Context: an optimization exercise on an open-source flow, tuned for small area. The choices shown serve that exercise and are no tape-out recipe. In this exercise RTL edits were held to simulation tests only and were not proved equivalent to the original. No activity file was given, so power comes from the tool's default toggle rates.

Setup of try-lagoon:
Design spi_daq, start of the top module:
module spi_daq #(
  parameter integer CLK_HZ = 50000000
) (
  input  wire          clk,
  input  wire          rst,
  input  wire          cmd_valid,
  output wire          cmd_ready,
  input  wire [31:0]   cmd_word,
  input  wire [31:0]   cfg_clock_hz,
  input  wire [7:0]    cfg_mode,
  input  wire          cfg_no_cs,
  input  wire          cfg_sync_enable,
  input  wire [31:0]   cfg_settle_frames,
  input  wire [31:0]   cfg_timeout_ms,
  input  wire [63:0]   now_ns,
  output reg           rsp_valid,
  output reg  [2:0]    rsp_code,
  output wire [63:0]   rsp_seq,
  output wire [63:0]   rsp_ts,
  output wire [255:0]  rsp_ch,
  output wire [191:0]  rsp_raw,
  output wire          sclk,
  output wire          mosi,
  output wire          cs_n,
  input  wire          miso,
  input  wire          drdy_n,
  output wire          sync_n
);
Size: about 1,500 cells after synthesis, about 470 flip-flops, about 0.018 sq mm of cells after synthesis.
==> flow/config.mk <==
export PLATFORM = sky130hd
export DESIGN_NAME = spi_daq
export DESIGN_NICKNAME = spi_daq
export VERILOG_FILES = /design/flow/design.v
export SDC_FILE = /design/flow/constraint.sdc
export NUM_CORES = 4
export LEC_CHECK = 0
export CAP_MARGIN = 20
export CORE_MARGIN = 2
export CORE_UTILIZATION = 40
export PLACE_DENSITY = 0.6
export SLEW_MARGIN = 20
==> flow/constraint.sdc <==
create_clock -name core_clock -period 20.0 [get_ports {clk}]
set_input_delay 4.0000 -clock core_clock [delete_from_list [all_inputs] [get_ports {clk}]]
set_output_delay 4.0000 -clock core_clock [all_outputs]
set_load 0.01 [all_outputs]
standard.sh (not shown) runs the stock make flow with config.mk's settings and CLKGATE_MAP_FILE= SYNTH_SCRIPT=/design/flow/synth_recipe.tcl, a recipe that flattens the netlist after the stock synthesis.
==> flow/flow/run.sh <==
#!/bin/bash
# Standard ORFS layout with buf_1 port buffers and a clock tree without dummy loads.
set -euo pipefail
export BUFFER_PORTS_ARGS="-buffer_cell sky130_fd_sc_hd__buf_1"
export CTS_ARGS="-sink_clustering_enable -repair_clock_nets -dont_use_dummy_load -buf_list sky130_fd_sc_hd__clkbuf_8 -sink_clustering_size 20 -sink_clustering_max_diameter 60"
bash standard.sh > standard.log 2>&1
try-lagoon: aborted in 3_2_place_iop (tool error)
Input-level comparison between try-indigo and try-lagoon:
# try-lagoon
export LEC_CHECK = 0
export CAP_MARGIN = 20
export CORE_MARGIN = 2
export CORE_UTILIZATION = 40
export PLACE_DENSITY = 0.6
export SLEW_MARGIN = 20
create_clock -name core_clock -period 20.0 [get_ports {clk}]
# try-indigo
export LEC_CHECK = 0
export CAP_MARGIN = 20
export CORE_AREA = 4 4 228 228
export DIE_AREA = 0 0 232 232
export PLACE_DENSITY = 0.6
export SLEW_MARGIN = 20
create_clock -name core_clock -period 20.0 [get_ports {clk}]
==> comparison <==
- Status for try-lagoon and try-indigo: clean finish in try-indigo only
- try-lagoon did not finish; the tool stopped in 3_2_place_iop with error PPL-0024.
- try-indigo vs try-lagoon on die extent in y: try-indigo is the higher one.
- Re number of library cell types mapped by synthesis: no difference whatsoever between try-lagoon and try-indigo.
- Summary of try-indigo over try-lagoon: fraction of registers with async set or reset after synthesis stayed essentially flat, mapped cell area held steady, synthesized area per cell stayed essentially flat.
- | x dimension of the die | higher: try-indigo |
- [compare] base=try-lagoon new=try-indigo: initial core utilization -3.1 points; site row count +3; adder and majority cell fraction of the synthesized area ~0 delta.
Relative to try-indigo, the following input files were edited for try-harbor:
==> flow/flow/run.sh <==
#!/bin/bash
# Standard ORFS layout with buf_1 port buffers, synthesis buffers removed, a clock tree
# without dummy loads, and power recovery (downsizing) after global routing.
set -euo pipefail
export BUFFER_PORTS_ARGS="-buffer_cell sky130_fd_sc_hd__buf_1"
export CTS_ARGS="-sink_clustering_enable -repair_clock_nets -dont_use_dummy_load -buf_list sky130_fd_sc_hd__clkbuf_8 -sink_clustering_size 20 -sink_clustering_max_diameter 60"
export REMOVE_ABC_BUFFERS=1
export RECOVER_POWER=100
bash standard.sh > standard.log 2>&1
==> run notes <==
- Status try-harbor: flow complete, layout not clean - capacitance limit, slew limit
- Per the comparison of try-harbor with try-indigo, number of nets at the end of the flow now sits at about the same level, register share of total power stayed essentially flat, sequential share of layout area did not really move, ratio of cells with drive above 1 in the final layout has decreased.
- When try-harbor is measured against try-indigo, its internal power turns out 6.8 uW higher.
- try-indigo has a lower final hold slack than try-harbor.
- Of try-harbor and try-indigo, try-indigo shows the lower routed metal-1 wire length, with try-harbor above it.
- Comparing try-harbor and try-indigo, register-to-register slack is lower on try-harbor.
- try-harbor vs try-indigo: maximum fanout encountered on the critical timing path down by a few percent
- Compared with try-indigo, try-harbor shows detailed-route via count lower by 158.
> inputs changed (try-harbor -> try-nickel)
==> flow/flow/run.sh <==
#!/bin/bash
# Standard ORFS layout with buf_1 port buffers, synthesis buffers removed, a clock tree
# without dummy loads.
set -euo pipefail
export BUFFER_PORTS_ARGS="-buffer_cell sky130_fd_sc_hd__buf_1"
export CTS_ARGS="-sink_clustering_enable -repair_clock_nets -dont_use_dummy_load -buf_list sky130_fd_sc_hd__clkbuf_8 -sink_clustering_size 20 -sink_clustering_max_diameter 60"
export REMOVE_ABC_BUFFERS=1
bash standard.sh > standard.log 2>&1
==> run notes <==
- Changes observed in try-nickel relative to try-harbor: largest incremental delay on the critical path fell 2.55 ns, critical path depth fell 11, final instance area rose 0.33%, final cell utilization of the core about even.
- | count of nets after finishing | try-nickel vs try-harbor | ≈ equal |
- Total number of vias delta (try-harbor -> try-nickel): insignificant
- The final wirelength was comparable across try-harbor and try-nickel.
- try-nickel: no failed stages, no open violations at the end

-- what the ideal ports hide --
How much do the figures lean on ideal ports? The routed layouts below were timed once more, with nothing changed but the port constraints.
Step 1 assumes that a clkbuf_16 drives the clock port and a buf_2 every other input.
Step 2, shift: input delay + t, output delay - t, t = (earliest + latest rising clock arrival at the registers) / 2. This alone moves slack from input paths to output paths.
a / b / c = ideal ports / drivers / drivers and shift; a / b = the first two.
run | t (ns) | setup WS [ns] | hold WS [ns] | worst setup path after step 2 | worst data-port slew with drivers (ns)
try-indigo | 0.647 | 13.447 / 13.447 / 13.117 | 0.313 / 0.313 / 0.313 | input to register | 0.11
try-harbor | 0.654 | 9.304 / 9.304 / 9.304 | 0.347 / 0.347 / 0.347 | register to register | 0.19
try-nickel | 0.655 | 13.544 / 13.490 / 13.080 | 0.348 / 0.348 / 0.348 | input to register | 0.18
The setup slack of try-nickel, which loses most, moves by -0.054 ns with the drivers and by -0.464 ns with both steps.
